Context: an optimization exercise on an open-source flow, tuned for small area. The choices shown serve that exercise and are no tape-out recipe. The RTL was checked by simulation tests, not by an equivalence proof against the original design. Power is estimated from default activity; no workload was simulated.

==> design.v <==
module rbhe_scanner (
    input  wire        clk,
    input  wire        rst,
    input  wire        enter,       
    input  wire        consume,     
    input  wire [7:0]  byte_in,
    input  wire        exact,       
    input  wire [1:0]  stage,       
    output wire        matched,     
    output reg  [15:0] scan_count,
    output reg         diverged
);
    localparam W = 8;
    reg  [7:0] win [0:W-1];         
    reg  [7:0] m [0:W-1];
    reg  [3:0] mlen;
    integer k;
    always @(*) begin
        for (k = 0; k < W; k = k + 1) m[k] = 8'h00;
        case (stage)
            2'd0: begin
                m[0] = 8'h52; m[1] = 8'h42; m[2] = 8'h49; m[3] = 8'h4E;
                m[4] = 8'h36; m[5] = 8'h34; m[6] = 8'h0D; m[7] = 8'h0A;
                mlen = 4'd8;
            end
            2'd1: begin
                m[0] = 8'h03; m[1] = 8'h03; m[2] = 8'h03;
                mlen = 4'd3;
            end
            default: begin
                m[0] = 8'h4F; m[1] = 8'h4B;
                mlen = 4'd2;
            end
        endcase
    end
    wire [15:0] cnt_next = (scan_count == 16'hFFFF) ? scan_count : scan_count + 16'd1;
    reg  [7:0] win_next [0:W-1];
    always @(*) begin
        for (k = 0; k < W - 1; k = k + 1) win_next[k] = win[k + 1];
        win_next[W-1] = byte_in;
    end
    wire        in_marker = (scan_count < {12'd0, mlen});
    wire [7:0]  m_at_pos  = m[scan_count[2:0]];
    wire        div_next  = exact & (diverged | (in_marker & (byte_in != m_at_pos)));
    wire        exact_hit = !div_next && (cnt_next == {12'd0, mlen});
    reg         tail_eq;
    always @(*) begin
        tail_eq = 1'b1;
        for (k = 0; k < W; k = k + 1)
            if (k < mlen && win_next[W - mlen + k] != m[k])
                tail_eq = 1'b0;
    end
    wire        contains_hit = (cnt_next >= {12'd0, mlen}) && tail_eq;
    assign matched = exact ? exact_hit : contains_hit;
    always @(posedge clk) begin
        if (rst || enter) begin
            scan_count <= 16'd0;
            diverged   <= 1'b0;
            for (k = 0; k < W; k = k + 1) win[k] <= 8'h00;
        end else if (consume) begin
            scan_count <= cnt_next;
            diverged   <= div_next;
            for (k = 0; k < W; k = k + 1) win[k] <= win_next[k];
        end
    end
endmodule
module rbhe (
    input  wire        clk,
    input  wire        rst,
    input  wire        bus_en,
    input  wire        bus_we,
    input  wire [7:0]  bus_addr,
    input  wire [31:0] bus_wdata,
    output reg  [31:0] bus_rdata,
    input  wire        rx_valid,
    input  wire [7:0]  rx_data,
    input  wire        rx_err,
    output wire        rx_ready,
    output wire        tx_valid,
    output reg  [7:0]  tx_data,
    output wire        tx_flush,
    input  wire        tx_ready,
    input  wire        tx_drained,
    input  wire        tx_err,
    output wire        irq,
    output wire        link_owned,
    output wire        handoff
);
    localparam [31:0] PAYLOAD_CAP = 32'd64;
    localparam [31:0] ID_VALUE    = 32'h5242_4845;
    localparam [31:0] MARKER_INFO = 32'h0000_0238;
    localparam [2:0] S_INIT = 3'd0, S_READY = 3'd1, S_TRIGGER = 3'd2, S_SEND_LEN = 3'd3,
                     S_ACK  = 3'd4, S_SEND_BODY = 3'd5, S_DONE = 3'd6, S_ERROR = 3'd7;
    localparam [3:0] E_RX = 4'd1, E_TX = 4'd2, E_DEADLINE = 4'd3, E_CANCEL = 4'd4, E_TOO_LARGE = 4'd5;
    reg  [2:0]  state;
    reg         drain;
    reg  [2:0]  len_idx;
    reg  [31:0] tx_count;
    reg  [15:0] stage_cycles;
    reg  [3:0]  err_cause;
    reg  [2:0]  err_state;
    reg  [2:0]  mode;
    reg  [31:0] payload_len;
    reg  [31:0] deadline;
    reg  [31:0] pmem_addr;
    reg  [5:0]  events;
    reg  [5:0]  irq_en;
    reg  [7:0]  pmem [0:63];
    wire        active = (state == S_READY) || (state == S_TRIGGER) || (state == S_SEND_LEN) ||
                         (state == S_ACK) || (state == S_SEND_BODY);
    wire        idle   = !active;
    wire        awaiting = (state == S_READY) || (state == S_TRIGGER) || (state == S_ACK);
    wire        bus_wr = bus_en && bus_we;
    wire        bus_rd = bus_en && !bus_we;
    wire        aligned = (bus_addr[1:0] == 2'b00);
    wire        wr_ctrl     = bus_wr && aligned && (bus_addr == 8'h04);
    wire        wr_mode     = bus_wr && aligned && (bus_addr == 8'h0C);
    wire        wr_len      = bus_wr && aligned && (bus_addr == 8'h10);
    wire        wr_deadline = bus_wr && aligned && (bus_addr == 8'h14);
    wire        wr_paddr    = bus_wr && aligned && (bus_addr == 8'h18);
    wire        wr_pdata    = bus_wr && aligned && (bus_addr == 8'h1C);
    wire        wr_events   = bus_wr && aligned && (bus_addr == 8'h28);
    wire        wr_irq_en   = bus_wr && aligned && (bus_addr == 8'h2C);
    wire        cmd_start = wr_ctrl && bus_wdata[0] && (state == S_INIT);
    wire        cmd_abort = wr_ctrl && bus_wdata[1] && active;
    wire        cmd_clear = wr_ctrl && bus_wdata[2] && ((state == S_DONE) || (state == S_ERROR));
    wire        too_large = (payload_len > PAYLOAD_CAP);
    wire        deadline_hit = (deadline != 32'd0) && ({16'd0, stage_cycles} >= deadline);
    wire        await_err_rx = awaiting && rx_err;
    wire        await_err_dl = awaiting && !rx_err && deadline_hit;
    wire        await_step   = awaiting && !cmd_abort && !rx_err && !deadline_hit;
    wire        consume      = await_step && rx_valid;
    reg  [1:0]  stage_sel;
    reg         stage_exact;
    always @(*) begin
        case (state)
            S_READY:   begin stage_sel = 2'd0; stage_exact = mode[0]; end
            S_TRIGGER: begin stage_sel = 2'd1; stage_exact = mode[1]; end
            default:   begin stage_sel = 2'd2; stage_exact = mode[2]; end
        endcase
    end
    wire        scan_matched;
    wire [15:0] scan_count;
    wire        diverged;
    wire        stage_match = consume && scan_matched;
    wire        sending   = (state == S_SEND_LEN) || (state == S_SEND_BODY);
    wire        send_err  = sending && tx_err && !cmd_abort;
    wire        send_step = sending && !tx_err && !cmd_abort;
    wire        byte_acc  = send_step && !drain && tx_ready;
    wire        drained   = send_step && drain && tx_drained;
    wire        len_drained = drained && (state == S_SEND_LEN);
    wire        start_ok   = cmd_start && !too_large;
    wire        scan_enter = start_ok || (stage_match && state == S_READY) || len_drained || cmd_clear;
    rbhe_scanner u_scanner (
        .clk        (clk),
        .rst        (rst),
        .enter      (scan_enter),
        .consume    (consume),
        .byte_in    (rx_data),
        .exact      (stage_exact),
        .stage      (stage_sel),
        .matched    (scan_matched),
        .scan_count (scan_count),
        .diverged   (diverged)
    );
    wire        raise_err = cmd_abort || await_err_rx || await_err_dl || send_err ||
                            (cmd_start && too_large);
    reg  [3:0]  raise_cause;
    always @(*) begin
        if (cmd_abort)                 raise_cause = E_CANCEL;
        else if (await_err_rx)         raise_cause = E_RX;
        else if (send_err)             raise_cause = E_TX;
        else if (await_err_dl)         raise_cause = E_DEADLINE;
        else                           raise_cause = E_TOO_LARGE;
    end
    integer i;
    always @(posedge clk) begin
        if (rst) begin
            state        <= S_INIT;
            drain        <= 1'b0;
            len_idx      <= 3'd0;
            tx_count     <= 32'd0;
            stage_cycles <= 16'd0;
            err_cause    <= 4'd0;
            err_state    <= 3'd0;
            mode         <= 3'd0;
            payload_len  <= 32'd0;
            deadline     <= 32'd0;
            pmem_addr    <= 32'd0;
            events       <= 6'd0;
            irq_en       <= 6'd0;
        end else begin
            if (wr_mode && idle)     mode        <= bus_wdata[2:0];
            if (wr_len && idle)      payload_len <= bus_wdata;
            if (wr_deadline && idle) deadline    <= bus_wdata;
            if (wr_paddr && idle)    pmem_addr   <= bus_wdata;
            if (wr_pdata && idle)    pmem_addr   <= pmem_addr + 32'd1;
            if (wr_irq_en)           irq_en      <= bus_wdata[5:0];
            events <= (wr_events ? (events & ~bus_wdata[5:0]) : events)
                    | {raise_err,
                       drained && state == S_SEND_BODY,
                       stage_match && state == S_ACK,
                       len_drained,
                       stage_match && state == S_TRIGGER,
                       stage_match && state == S_READY};
            if (cmd_clear) begin
                state        <= S_INIT;
                err_cause    <= 4'd0;
                err_state    <= 3'd0;
                drain        <= 1'b0;
                len_idx      <= 3'd0;
                tx_count     <= 32'd0;
                stage_cycles <= 16'd0;
            end else if (raise_err) begin
                err_state <= state;
                err_cause <= raise_cause;
                state     <= S_ERROR;
                drain     <= 1'b0;
            end else if (start_ok) begin
                state        <= S_READY;
                len_idx      <= 3'd0;
                tx_count     <= 32'd0;
                drain        <= 1'b0;
                stage_cycles <= 16'd0;
            end else if (await_step) begin
                if (stage_match) begin
                    stage_cycles <= (state == S_READY) ? 16'd0 :
                                    ((stage_cycles == 16'hFFFF) ? stage_cycles : stage_cycles + 16'd1);
                    case (state)
                        S_READY:   state <= S_TRIGGER;
                        S_TRIGGER: begin state <= S_SEND_LEN; drain <= 1'b0; end
                        default: begin
                            state    <= S_SEND_BODY;
                            tx_count <= 32'd0;
                            drain    <= (payload_len == 32'd0);
                        end
                    endcase
                end else begin
                    stage_cycles <= (stage_cycles == 16'hFFFF) ? stage_cycles : stage_cycles + 16'd1;
                end
            end else if (byte_acc) begin
                if (state == S_SEND_LEN) begin
                    len_idx <= len_idx + 3'd1;
                    if (len_idx == 3'd3) drain <= 1'b1;
                end else begin
                    tx_count <= tx_count + 32'd1;
                    if (tx_count + 32'd1 == payload_len) drain <= 1'b1;
                end
            end else if (drained) begin
                drain <= 1'b0;
                if (state == S_SEND_LEN) begin
                    state        <= S_ACK;
                    stage_cycles <= 16'd0;
                end else begin
                    state <= S_DONE;
                end
            end
        end
    end
    always @(posedge clk) begin
        if (!rst && wr_pdata && idle && (pmem_addr < PAYLOAD_CAP))
            pmem[pmem_addr[5:0]] <= bus_wdata[7:0];
    end
    assign rx_ready   = awaiting;
    assign tx_valid   = sending && !drain;
    assign tx_flush   = sending && drain;
    assign irq        = |(events & irq_en);
    assign link_owned = active;
    assign handoff    = (state == S_DONE);
    always @(*) begin
        if (state == S_SEND_LEN && !drain) begin
            case (len_idx[1:0])
                2'd0: tx_data = payload_len[7:0];
                2'd1: tx_data = payload_len[15:8];
                2'd2: tx_data = payload_len[23:16];
                default: tx_data = payload_len[31:24];
            endcase
        end else if (state == S_SEND_BODY && !drain) begin
            tx_data = pmem[tx_count[5:0]];
        end else begin
            tx_data = 8'h00;
        end
    end
    wire [31:0] status = {13'd0, len_idx, 1'b0, err_state, err_cause, 2'b00,
                          drain, diverged, active, state};
    always @(*) begin
        bus_rdata = 32'd0;
        if (bus_rd && aligned) begin
            case (bus_addr)
                8'h00: bus_rdata = ID_VALUE;
                8'h08: bus_rdata = status;
                8'h0C: bus_rdata = {29'd0, mode};
                8'h10: bus_rdata = payload_len;
                8'h14: bus_rdata = deadline;
                8'h18: bus_rdata = pmem_addr;
                8'h1C: bus_rdata = (pmem_addr < PAYLOAD_CAP) ? {24'd0, pmem[pmem_addr[5:0]]} : 32'd0;
                8'h20: bus_rdata = {16'd0, scan_count};
                8'h24: bus_rdata = tx_count;
                8'h28: bus_rdata = {26'd0, events};
                8'h2C: bus_rdata = {26'd0, irq_en};
                8'h30: bus_rdata = PAYLOAD_CAP;
                8'h34: bus_rdata = MARKER_INFO;
                8'h38: bus_rdata = {16'd0, stage_cycles};
                default: bus_rdata = 32'd0;
            endcase
        end
    end
endmodule
==> run.sh <==
#!/bin/bash
# synth_recipe.tcl (not shown) runs the flow's synth.tcl, then flattens the netlist and writes it again
# the make line also repeats each setting of config.mk as NAME=value (left out here)
make -C /OpenROAD-flow-scripts/flow DESIGN_CONFIG=/design/flow/config.mk WORK_HOME=/design/flow/orfs CLKGATE_MAP_FILE= SYNTH_SCRIPT=/design/flow/synth_recipe.tcl finish
==> config.mk <==
export PLATFORM = sky130hd
export DESIGN_NAME = rbhe
export DESIGN_NICKNAME = rbhe
export VERILOG_FILES = /design/flow/design.v
export SDC_FILE = /design/flow/constraint.sdc
export NUM_CORES = 4
export LEC_CHECK = 0
export CAP_MARGIN = 20
export CORE_MARGIN = 2
export CORE_UTILIZATION = 40
export PLACE_DENSITY = 0.6
export SLEW_MARGIN = 20
==> constraint.sdc <==
create_clock -name core_clock -period 10.0 [get_ports {clk}]
set_input_delay 2.0000 -clock core_clock [delete_from_list [all_inputs] [get_ports {clk}]]
set_output_delay 2.0000 -clock core_clock [all_outputs]
set_load 0.01 [all_outputs]
==> run summary <==
[area by class of cell]
type	count	area (um2)	share of cell area
clock buffer	108	2307	0.05218
clock inverter	47	499.2	0.01129
inverter	57	214.0	0.004839
multi-input combinational	2095	17610	0.3984
sequential	769	20540	0.4645
tap	1276	1597	0.03611
timing repair buffer	156	1449	0.03277
[synthesized netlist by cell type (all sizes together) (6+ instances only)]
cell type,number
a22oi,36
a221oi,24
xor2,20
nor2,235
o21ai,104
a41oi,12
dfxtp,257
mux4,336
edfxtp,512
a211oi,15
o2111ai,6
nand3,60
nand4,36
xnor2,50
a21o,14
inv,57
nand3b,11
o211ai,8
nand2,388
a2111oi,12
o21a,7
and3,20
a31oi,56
nand2b,14
or2,9
nor4,58
a21oi,243
and2,10
mux2i,15
or3,17
nor3,85
and4,13
buf,59
a22o,13
clkbuf,185
nor2b,10
a222oi,36
or4,8
ha,37
[kinds of logic (layout without fill, tap and decap cells)]
| logic type | count (synthesis) | in the layout | synth area share |
|---|---|---|---|
| mux | 354 | 354 | 0.1975 |
| xor+xnor | 70 | 70 | 0.01562 |
| fa+ha+maj | 37 | 37 | 0.01180 |
| simple gates | 990 | 990 | 0.1167 |
| flops | 769 | 769 | 0.5229 |
| compound gates | 644 | 644 | 0.1055 |
| buf+inv | 301 | 368 | 0.03000 |
[worst max-delay path by stage]
stage,end,slack [ns],depth (start not counted)
6_report,bus_rdata[1],2.53,9
5_1_grt,bus_rdata[1],2.44,9
4_1_cts,bus_rdata[1],2.62,9
3_5_place_dp,bus_rdata[5],2.64,9
3_3_place_gp,bus_rdata[0],2.54,7
2_1_floorplan,bus_rdata[18],4.19,9
[stage by stage]
stage | cells | utilization
after global routing | 4508 | 0.4559
after CTS | 4505 | 0.4552
after global placement | 4350 | 0.4263
after detailed placement | 4350 | 0.4263
final | 4508 | 0.4559
after floorplan | 3165 | -
[metal layers]
metal,GRT usage,wire [um],vias up
li1,-,-,12470
met1,0.3290,48780,14090
met2,0.3877,57020,1453
met3,0.04193,10930,224
met4,0.08451,4271,2
met5,0,13,-
[state kept, by name (all words and copies together) (netlist names), named ones only]
name / flops
deadline: 32
drain: 1
err_cause: 3
err_state: 3
events: 6
irq_en: 6
len_idx: 3
mode: 3
payload_len: 32
pmem: 512
pmem_addr: 32
stage_cycles: 16
state: 3
tx_count: 32
u_scanner.diverged: 1
u_scanner.scan_count: 16
u_scanner.win: 56
[power by group through the flow]
stage / clock, W / combinational, W / sequential, W
floorplan: 0 / 0.000500 / 0.00348
global placement: 0 / 0.000784 / 0.00352
detailed placement: 0 / 0.000782 / 0.00352
CTS: 0.00322 / 0.000786 / 0.00345
global route: 0.00335 / 0.000864 / 0.00345
finish: 0.00317 / 0.000800 / 0.00345
[critical path, delay by kind of cell]
family                 cells  cell delay (ns)
AO/OA/AOI/OAI              2             0.58
buffers and inverters      3             1.42
AND/OR/NAND/NOR            4             1.45
==> flow_metrics.tcl <==
set metrics [dict create \
    drive_gt1_frac 0.1761 \
    cts_max_path_buffers 3 \
    pwr-share-comb 0.108 \
    grt_max_degree 117 \
    reg2reg_depth 14 \
    area_delta_synth_final_pct 12.67 \
    clkLatencyLatePin_ns 0.66 \
    coreArea_um2 96990 \
    max-cap-violations 0 \
    ys_ff_latch 769 \
    gr-total-overflow 0 \
    r2r_end "u_scanner.scan_count[13]$_SDFFE_PP0P_" \
    irDropWorstVdd_uv 122.6 \
    nFillCells 8709 \
    power_per_cell_area_nw_per_um2 167.9 \
    h-tree-depth 3 \
    timing_worst_setup_path_type "input pin to output port" \
    final-max-slew-violation-count 0 \
    r2r_slack_ns 4.57 \
    setup_viol 0 \
    p_switching_w 0.001916 \
    drc 0 \
    final_common_cell "edfxtp_1" \
    synthArstFlopShare 0 \
    place_congestion 0.9620 \
    tightestPinTransition_ns 1.218 \
    synth_nets 3259 \
    synth_flop_cell "edfxtp_1" \
    routed_via_density 6.263 \
    root_buffer "clkbuf_16" \
    routedWlPerCell_um 26.84 \
    cts_buffers 85 \
    cpPeakStageDelay_ns 0.62 \
    antenna_left 0 \
    postPlaceCellArea_um2 41350 \
    cts-resized-gates 0 \
    p_sw_frac 0.2581 \
    worstPathArrival_ns 5.47 \
    grt_pass1_wl_um 180300 \
    start_util 0.4046 \
    grt_usage 0.2404 \
    cp-startpoint "bus_addr[1]" \
    fin_ws_ns 2.526 \
    path_common_cell "clkdlybuf4s50_1" \
    required_ns 8.00 \
    synth.distinct_cells 78 \
    antenna_found_initial 1 \
    holdBufCountCts 0 \
    worst_setup_path_end_kind "output port" \
    fin_skew_ns 0.03115 \
    fin_tns_setup_ns 0 \
    clkSinkCount 769 \
    place_hpwl_um 83870 \
    pin_count 103 \
    post-route-period-util 0.7474 \
    period_minus_slack_ns 7.474 \
    yosysTopAreaCell "edfxtp_1" \
    routed_wirelength_um 121000 \
    rsz0062_at_grt "no" \
    n_antenna_cell 0 \
    drt-pass1-iter-count 9 \
    worstHoldEndpoint "u_scanner.win[1][2]$_SDFFE_PP0P_" \
    worstSetupStartpointType "input pin" \
    final_cell_area_um2 44220 \
    grt_pass1_vias 27310 \
    slowest_stage "clkdlybuf4s50_1" \
    finalHoldViolCount 0 \
    portBuffers 102 \
    relSlewSlack 0.1848 \
    crit_fanout 18 \
    timing.hold.ws_ns 0.4759 \
    status "timing/DRC/antenna clean" \
    p_leak_nw 13.14 \
    num_vias 28240 \
    nNetsFinal 3258 \
    max_freq_mhz 133.8 \
    initialDrtViolationCount 3738 \
    path_cells "clkdlybuf4s50_1 -> nor2_1 -> nand3b_1 -> or2_2 -> nor2_2 -> buf_4 -> a222oi_1 -> a41oi_1 -> clkdlybuf4s50_1" \
    reg2reg_from "state[2]$_SDFFE_PP0P_" \
    synth_area_leaders "edfxtp_1, mux4_2, dfxtp_1" \
    die_w_um 317.2 \
    yosysWarnings 5 \
    power_w 0.007426 \
    die_area_um2 100600 \
    syn_avg_cell_area_um2 12.40 \
    holdPathStages 2 \
    synth_area_um2 39240 \
    synth_enable_flop_cells 512 \
    p_seq_frac 0.465 \
    cts_tree "done" \
    die_h_um 317.2 \
    synth_top_area_share 0.3918 \
    cts_setup_buffers 0 \
    holdCritPathClass "register to register" \
    clk_pin_slew_ns 0.05 \
    p_clk_frac 0.427 \
    internal_power_w 0.005509 \
    place_ws_ns 2.636 \
    rows 114 \
    final_cell_mix "edfxtp_1, nand2_1, mux4_2" \
    synthCells 3165 \
    seq_area_frac_synth 0.5229 \
    min_from "u_scanner.win[1][2]$_SDFFE_PP0P_" \
]

[afterwards: timing with drivers on the ports]
Ports are ideal in the flow. The routed layout listed here was re-timed in OpenROAD. Step 1 assumes that a clkbuf_16 drives the clock port and a buf_2 every other input. Step 2 times the ports against the registers' clock, not the clock port: input delays grow and output delays shrink by t, the midpoint of the rising clock arrivals with the driver on. Slacks: ideal / step 1 / step 2; pairs: ideal / step 1.
t, ns: 0.712
setup slack, ns: 2.526 / 2.493 / 2.493
worst setup path at the end: input to output
worst register clock-pin slew, ns: 0.07 / 0.07
cell pins on the clock port's net: 1
After both steps this run still meets setup and hold. For this run, drivers alone change the setup slack by -0.033 ns; drivers and shift together by -0.033 ns.
